From an optimization exercise on the open Yosys and OpenROAD flow, aimed at small area, a short achievable clock period and few clock cycles per item; shortcuts taken in it are not production practice.
RTL that was checked went through simulation tests only; none was proved equivalent to the original.
Power is estimated from default activity; no workload was simulated.

oak:
// tfv_frontend
module tfv_frontend (
    input              clk,
    input              rst,             
    input              start,           
    input              clear,           
    input      [7:0]   codec_sel,       
    input      [1:0]   transport_sel,   
    input      [31:0]  buf_len,         
    output             mem_req,
    output     [10:0]  mem_addr,
    input              mem_gnt,
    input      [7:0]   mem_rdata,
    output     [1:0]   state,           
    output     [3:0]   err_code,
    output     [7:0]   err_detail,
    output     [31:0]  err_offset,
    output     [63:0]  err_expected,
    output     [63:0]  err_actual,
    output     [15:0]  crc_result,
    output     [7:0]   rec_count,
    output     [31:0]  rec_size,
    output             dg_valid,
    output     [15:0]  dg_packet_id,
    output     [7:0]   dg_seq_id,
    output     [15:0]  dg_decl_len,
    output     [119:0] dev_id
);
Settings: LEC_CHECK=0, ABC_AREA=1, CAP_MARGIN=20, CORE_MARGIN=2, CORE_UTILIZATION=40, CTS_CLUSTER_DIAMETER=150, CTS_CLUSTER_SIZE=20, SETUP_SLACK_MARGIN=3.25, SLEW_MARGIN=20; clock period 6.0 ns.
standard.sh (not shown) runs the stock make flow with config.mk's settings and CLKGATE_MAP_FILE= SYNTH_SCRIPT=/design/flow/synth_recipe.tcl, a recipe that flattens the netlist after the stock synthesis.
==> flow/flow/run.sh <==
#!/bin/bash
export BUFFER_PORTS_ARGS="-buffer_cell sky130_fd_sc_hd__buf_1"
bash standard.sh > standard.log 2>&1
Looking at the reports, oak completed the entire flow and the layout it produced met the timing, DRC and antenna checks.
Changes in pine relative to oak:
--- a/flow/config.mk
+++ b/flow/config.mk
@@ -13,3 +13,3 @@
 export CTS_CLUSTER_SIZE = 20
-export SETUP_SLACK_MARGIN = 3.25
+export SETUP_SLACK_MARGIN = 3.15
 export SLEW_MARGIN = 20
==> run notes <==
pine | status: complete | timing, DRC, antenna: pass. Re core area: no difference whatsoever between pine and oak. Taking oak as the reference, in pine overall global routing resource usage grew by 0.49 points, sum of negative setup slack held steady, post-layout minimum cycle time lost 0.044 ns. Detail-routed net length per standard cell: pine and oak compared, higher one is oak. Going from oak to pine, number of buffers other than clock buffers in the final layout shrinks by 63. On routed wire length, pine does better than oak. When pine is set beside oak, its post-CTS setup-driven buffer insertion count turns out to be 10 smaller.
Setup changes, pine to birch
--- a/flow/config.mk
+++ b/flow/config.mk
@@ -7,3 +7,2 @@
 export LEC_CHECK = 0
-export ABC_AREA = 1
 export CAP_MARGIN = 20
@@ -11,5 +10,3 @@
 export CORE_UTILIZATION = 40
-export CTS_CLUSTER_DIAMETER = 150
-export CTS_CLUSTER_SIZE = 20
-export SETUP_SLACK_MARGIN = 3.15
+export SETUP_SLACK_MARGIN = 3.0
 export SLEW_MARGIN = 20
[summary]
birch: flow completed, timing, DRC and antenna clean. Cell area delta for birch relative to pine: about 0.9% higher. Chip height in birch is 1.5% below pine. Hold slack ended up 0.010 ns lower on birch than on pine. Measured against each other, pine and birch differ in synthesized cell count, the lower figure coming from birch. The worst hold path stage count on birch is in line with that on pine. For the worst slack at placement, birch came in 0.53 ns lower than pine did. Est. power | birch vs pine | birch lower.
Function was not checked in any run of this note: the RTL went through the layout flow alone.

---

## ember
Another version of the RTL of tfv_frontend (not shown whole).
Size in the first run: roughly 260 flip-flops, ~460 I/O pins.
Settings: LEC_CHECK=0, ABC_AREA=1, CAP_MARGIN=20, CORE_MARGIN=2, CORE_UTILIZATION=50, CTS_CLUSTER_DIAMETER=150, CTS_CLUSTER_SIZE=20, SETUP_SLACK_MARGIN=3.1, SLEW_MARGIN=20; clock period 6.0 ns.
Scripts as last shown in full above: flow/flow/run.sh
Testbench counts of ember, summed over its fixed seeds: cycles 62,792, frames 384.
Inputs modified between ember and zinc:
Settings: CTS_CLUSTER_SIZE changed from 20 to 24; CORE_UTILIZATION changed from 50 to 40; SETUP_SLACK_MARGIN changed from 3.1 to 3.15.
Findings:
- Diff ember -> zinc: non-clock inverter count in the final layout shows a reduction of 1.1%; combinational power level; via count of the first global-routing pass -1.4%; growth of design area from synthesis to finish moved up.
- STATUS time the worst path needs with I/O delays and setup: zinc wins against ember
- Changes observed in zinc relative to ember: clock-buffer cell count decreased by about 18% relative to the old numbers, utilization decreased by 11 points relative to the old numbers.
- Looking only at CTS buffer count, and setting everything else aside, the higher value of ember and zinc goes to ember.
- Relative to ember, post-route fraction of the period consumed by the critical path has decreased by 1.5 points in zinc.
- From ember to zinc the numbers moved as follows: worst reg-to-reg path cell count moved up, first-iteration DRC count now sits higher.
What maple does differently from zinc at the input level:
Settings: CTS_CLUSTER_SIZE changed from 24 to 20; SETUP_SLACK_MARGIN changed from 3.15 to 3.3.
### Flow results
- Aggregate routed wire length in maple is 8.1% higher than in zinc
- maple vs zinc, beginning of the critical path: ndg$_SDFFE_PP1P_ vs nx[1]$_DFFE_PP_
- In the tables for zinc and maple, minimum setup slack after placement reads higher with zinc.
- NOTE: time the final worst path needs with I/O delays and setup in maple exceeds that of zinc
#### Input delta (tundra over maple)
Settings: ABC_AREA removed (was 1); SETUP_SLACK_MARGIN changed from 3.3 to 3.0.
Notes after the runs:
The die footprint of tundra falls short of that of maple by 0.0018 mm2. tundra: flow completed, timing, DRC and antenna clean. Met3 track utilization from global routing: tundra < maple. Summary — number of cells in the design after placement, tundra relative to maple: lower, by 483. Going from maple to tundra, count of distinct cell types in the synthesized netlist saw an increase, count of clock-buffer cells in the layout decreased by about 3.6% relative to the old numbers, overall routing resource usage went down by 5.1 points, sum of met2 wire segment lengths after detailed routing fell about 18%, number of gates given a new drive strength after cts went down 327. Going from maple to tundra, critical path depth has increased; switching fraction of total power has decreased; internal cell power has decreased. maple vs tundra, leading power group: combinational cells vs registers.

---

Another version of the RTL of tfv_frontend (not shown whole).
Size in the first run: roughly 2100 cells after synthesis, about 250 flip-flops, about 460 I/O pins.
export LEC_CHECK = 0
export CAP_MARGIN = 20
export CORE_MARGIN = 2
export CORE_UTILIZATION = 40
export SETUP_SLACK_MARGIN = 2.7
export SLEW_MARGIN = 20
create_clock -name core_clock -period 6.0 [get_ports {clk}]
run.sh (not shown) runs the stock make flow with config.mk's settings and CLKGATE_MAP_FILE= SYNTH_SCRIPT=/design/flow/synth_recipe.tcl, a recipe that flattens the netlist after the stock synthesis.
Stock flow here: none of the scripts above is used.
The baseline finished clean.
Testbench counts at the start, summed over its fixed seeds: cycles 62,792, frames 384.
Edit:
--- a/flow/config.mk
+++ b/flow/config.mk
@@ -9,4 +9,4 @@
 export CORE_MARGIN = 2
 export CORE_UTILIZATION = 40
-export SETUP_SLACK_MARGIN = 2.7
+export SETUP_SLACK_MARGIN = 3.0
 export SLEW_MARGIN = 20
Critical path depth came out higher by 1.
Sequential share of layout area is lower by 1.2 points.
Sequential power barely changes.
Via count is higher by 2.8%.
Worst setup slack improves by 0.17 ns.

---

## yarrow
RTL: one of the versions met above, not the one the previous note started from.
Size in the first run: roughly 2600 cells after synthesis, about 260 flip-flops, roughly 460 I/O pins.
export LEC_CHECK = 0
export ABC_AREA = 1
export CAP_MARGIN = 20
export CORE_MARGIN = 2
export CORE_UTILIZATION = 40
export SETUP_SLACK_MARGIN = 3.0
export SLEW_MARGIN = 20
create_clock -name core_clock -period 6.0 [get_ports {clk}]
standard.sh (not shown) runs the stock make flow with config.mk's settings and CLKGATE_MAP_FILE= SYNTH_SCRIPT=/design/flow/synth_recipe.tcl, a recipe that flattens the netlist after the stock synthesis.
Scripts as last shown in full above: flow/flow/run.sh
yarrow | stages: all done | timing, DRC, antenna: all pass
Testbench counts of yarrow, summed over its fixed seeds: cycles 62,792, frames 384.
Inputs modified between yarrow and amber:
Settings: an added CTS_CLUSTER_DIAMETER of 150; an added CTS_CLUSTER_SIZE of 20; a change of SETUP_SLACK_MARGIN from 3.0 to 3.18.
Findings:
- Of amber and yarrow, the lower final cycle utilization of the critical path belongs to amber.
- amber vs. yarrow: total detailed-routing wirelength decreased by about 0.3% relative to the old numbers; non-clock buffer count moved up.
- Changes observed in amber relative to yarrow: synthesized cell count held, switching part of the total rose by 1.7 points, relative area change from synthesis to final layout closely matched the old numbers, combined buffer and inverter count along the critical path grew by 2, worst endpoint required time shows an increase of 1.46 ns.
- yarrow -> amber: first-pass GRT wire length flat
- Delta(detailed-placement wirelength estimate, amber - yarrow) < 0
- Count of cell instances traversed by the critical path: amber vs yarrow up 15
## Diff of input files: juniper against amber
Settings: swapping 3.18 for 3.1 in SETUP_SLACK_MARGIN.
Results
Relative to amber, the placer congestion estimate measured on juniper has decreased slightly.
Compared to amber, juniper has share of the clock period used by the worst path after layout 1.7 points higher.
On initial antenna violation count: between amber and juniper, it ends up lower for juniper.
The clock network fraction of design power of juniper is higher than that of amber.
Delta (juniper minus amber): core utilization moved down, sequential power level, power after layout moved down.
## Diff of input files: willow against juniper
Settings: SETUP_SLACK_MARGIN: 3.1 -> 3.0.
Findings:
When the final numbers for willow and juniper were put side by side, the final critical-path share of the clock period turned out to be smaller in juniper.
Against juniper, internal power of the cells in willow came out better.
Critical path depth ended up 15 lower on willow than on juniper.
Changes observed in willow relative to juniper: critical path required time lower; maximum clock skew at final layout rose by 0.014 ns; post-cts sizing count has decreased; first-pass GRT wire length saw an increase; post-route worst setup slack went down by 0.061 ns.
willow gives more met2 track demand over resource than juniper did.

---

## job 101
tfv_frontend again, from the RTL that the note above started with.
==> flow/config.mk <==
export PLATFORM = sky130hd
export DESIGN_NAME = tfv_frontend
export DESIGN_NICKNAME = tfv_frontend
export VERILOG_FILES = /design/flow/design.v
export SDC_FILE = /design/flow/constraint.sdc
export NUM_CORES = 4
export LEC_CHECK = 0
export ABC_AREA = 1
export CAP_MARGIN = 20
export CORE_MARGIN = 2
export CORE_UTILIZATION = 40
export CTS_CLUSTER_DIAMETER = 150
export CTS_CLUSTER_SIZE = 16
export SETUP_SLACK_MARGIN = 3.1
export SLEW_MARGIN = 20
==> flow/constraint.sdc <==
create_clock -name core_clock -period 6.0 [get_ports {clk}]
set_input_delay 1.2000 -clock core_clock [delete_from_list [all_inputs] [get_ports {clk}]]
set_output_delay 1.2000 -clock core_clock [all_outputs]
set_load 0.01 [all_outputs]
Scripts as last shown in full above: flow/flow/run.sh
Testbench counts of job 101, summed over its fixed seeds: cycles 62,792, frames 384.
> inputs changed (job 101 -> job 102)
Settings: CTS_CLUSTER_DIAMETER no longer set, was 150; ABC_CLOCK_PERIOD_IN_PS now 3000, previously not set; SETUP_SLACK_MARGIN now 3.0, was 3.1; CTS_CLUSTER_SIZE no longer set, was 16; ABC_AREA no longer set, was 1.
Findings:
Job 102 completed; timing, DRC and antenna clean
Between job 102 and job 101, total power is higher for job 101, job 102 comes in under that.
In the flow results for job 102 and job 101, the critical path buffer and inverter count is smaller on job 102.
[compare] base=job 101 new=job 102: wire length shows a reduction of about 12%, multi-input combinational area share shows no meaningful change, post-route non-filler standard cell count shows a reduction of 11%.
Changes observed in job 102 relative to job 101: maximum clock skew at final layout decreased by 26 ps relative to the old numbers, clock period minus final worst setup slack increased by 120 ps relative to the old numbers, global-route usage decreased by 2.3 points relative to the old numbers, internal power of the cells increased by 190 uW relative to the old numbers, number of core rows decreased by 1 relative to the old numbers.
Summary — final area, job 102 relative to job 101: higher, by 400 um2.
#### Input delta (job 103 over job 102)
Settings: CORE_UTILIZATION now 60, was 40; ABC_CLOCK_PERIOD_IN_PS no longer set, was 3000.
Findings:
Power per cell area, job 103 vs job 102: up slightly
Re number of inserted filler cells in the final layout: job 103 and job 102 aren't equal, and the lower value belongs to job 103.
Utilization, job 103 and job 102, lower one = job 102.
--- input diff job 103..job 104 ---
Settings: an added ABC_AREA of 1; a change of SETUP_SLACK_MARGIN from 3.0 to 3.15; a change of CORE_UTILIZATION from 60 to 40; an added CTS_CLUSTER_SIZE of 16; an added CTS_CLUSTER_DIAMETER of 150.
## What came out
Diff job 103..job 104 | max-capacitance violation count | unchanged. Job 103 consumes less power than job 104. | leakage power | job 104 vs job 103 | 0.00090 uW higher |. Looking at highest routed metal layer, the met5 result is from job 104; the met4 one comes from job 103. Setup WNS job 103 -> job 104: better.

==> static timing again, ports no longer ideal <==
No port has a modelled driver above. Below, the same layouts with a new extraction and two added sets of constraints. Step 1 sets driving cells, clkbuf_16 on the clock port and buf_2 on the other inputs (assumed; they add their load-dependent delay and slew). Step 2, shift: input delay + t, output delay - t, t = (earliest + latest rising clock arrival at the registers) / 2. This alone moves slack from input paths to output paths. a / b / c = ideal / step 1 / step 2; a / b = the first two.
| run | t (ns) | setup slack, ns | worst hold slack (ns) | worst setup path after step 2 | worst slew at a driven data input, ns |
|---|---|---|---|---|---|
| oak | 0.598 | 3.116 / 3.057 / 2.757 | 0.449 / 0.449 / 0.449 | input to register | 0.12 |
| pine | 0.595 | 3.160 / 3.100 / 2.634 | 0.455 / 0.455 / 0.455 | input to register | 0.12 |
| birch | 0.657 | 2.949 / 2.949 / 2.343 | 0.445 / 0.445 / 0.445 | input to register | 0.06 |
| ember | 0.578 | 3.062 / 3.033 / 2.525 | 0.454 / 0.454 / 0.454 | input to register | 0.06 |
| zinc | 0.578 | 3.153 / 3.091 / 2.649 | 0.458 / 0.458 / 0.458 | input to register | 0.04 |
| maple | 0.584 | 3.132 / 3.070 / 2.719 | 0.484 / 0.484 / 0.484 | input to register | 0.07 |
| tundra | 0.577 | 2.937 / 2.959 / 2.382 | 0.452 / 0.452 / 0.452 | input to register | 0.07 |
| the first run of note 3 | 0.647 | 2.733 / 2.674 / 2.165 | 0.450 / 0.450 / 0.450 | input to register | 0.07 |
| the second run of note 3 | 0.648 | 2.905 / 2.847 / 2.388 | 0.447 / 0.447 / 0.447 | input to register | 0.06 |
| yarrow | 0.641 | 3.010 / 2.952 / 2.456 | 0.450 / 0.450 / 0.450 | input to register | 0.07 |
| amber | 0.589 | 3.204 / 3.141 / 2.699 | 0.455 / 0.455 / 0.455 | input to register | 0.05 |
| juniper | 0.586 | 3.102 / 3.053 / 2.573 | 0.456 / 0.456 / 0.456 | input to register | 0.04 |
| willow | 0.589 | 3.040 / 2.981 / 2.516 | 0.453 / 0.453 / 0.453 | input to register | 0.07 |
| job 101 | 0.596 | 3.106 / 3.052 / 2.548 | 0.455 / 0.455 / 0.455 | input to register | 0.04 |
| job 102 | 0.645 | 2.985 / 2.985 / 2.374 | 0.450 / 0.450 / 0.450 | input to register | 0.07 |
| job 103 | 0.623 | 2.995 / 2.995 / 2.387 | 0.451 / 0.451 / 0.451 | input to register | 0.07 |
| job 104 | 0.601 | 3.126 / 3.094 / 2.569 | 0.455 / 0.455 / 0.455 | input to register | 0.04 |
After both steps every run listed still meets setup and hold. For job 102, which loses most, drivers alone change the setup slack by 0.000 ns; drivers and shift together by -0.611 ns.
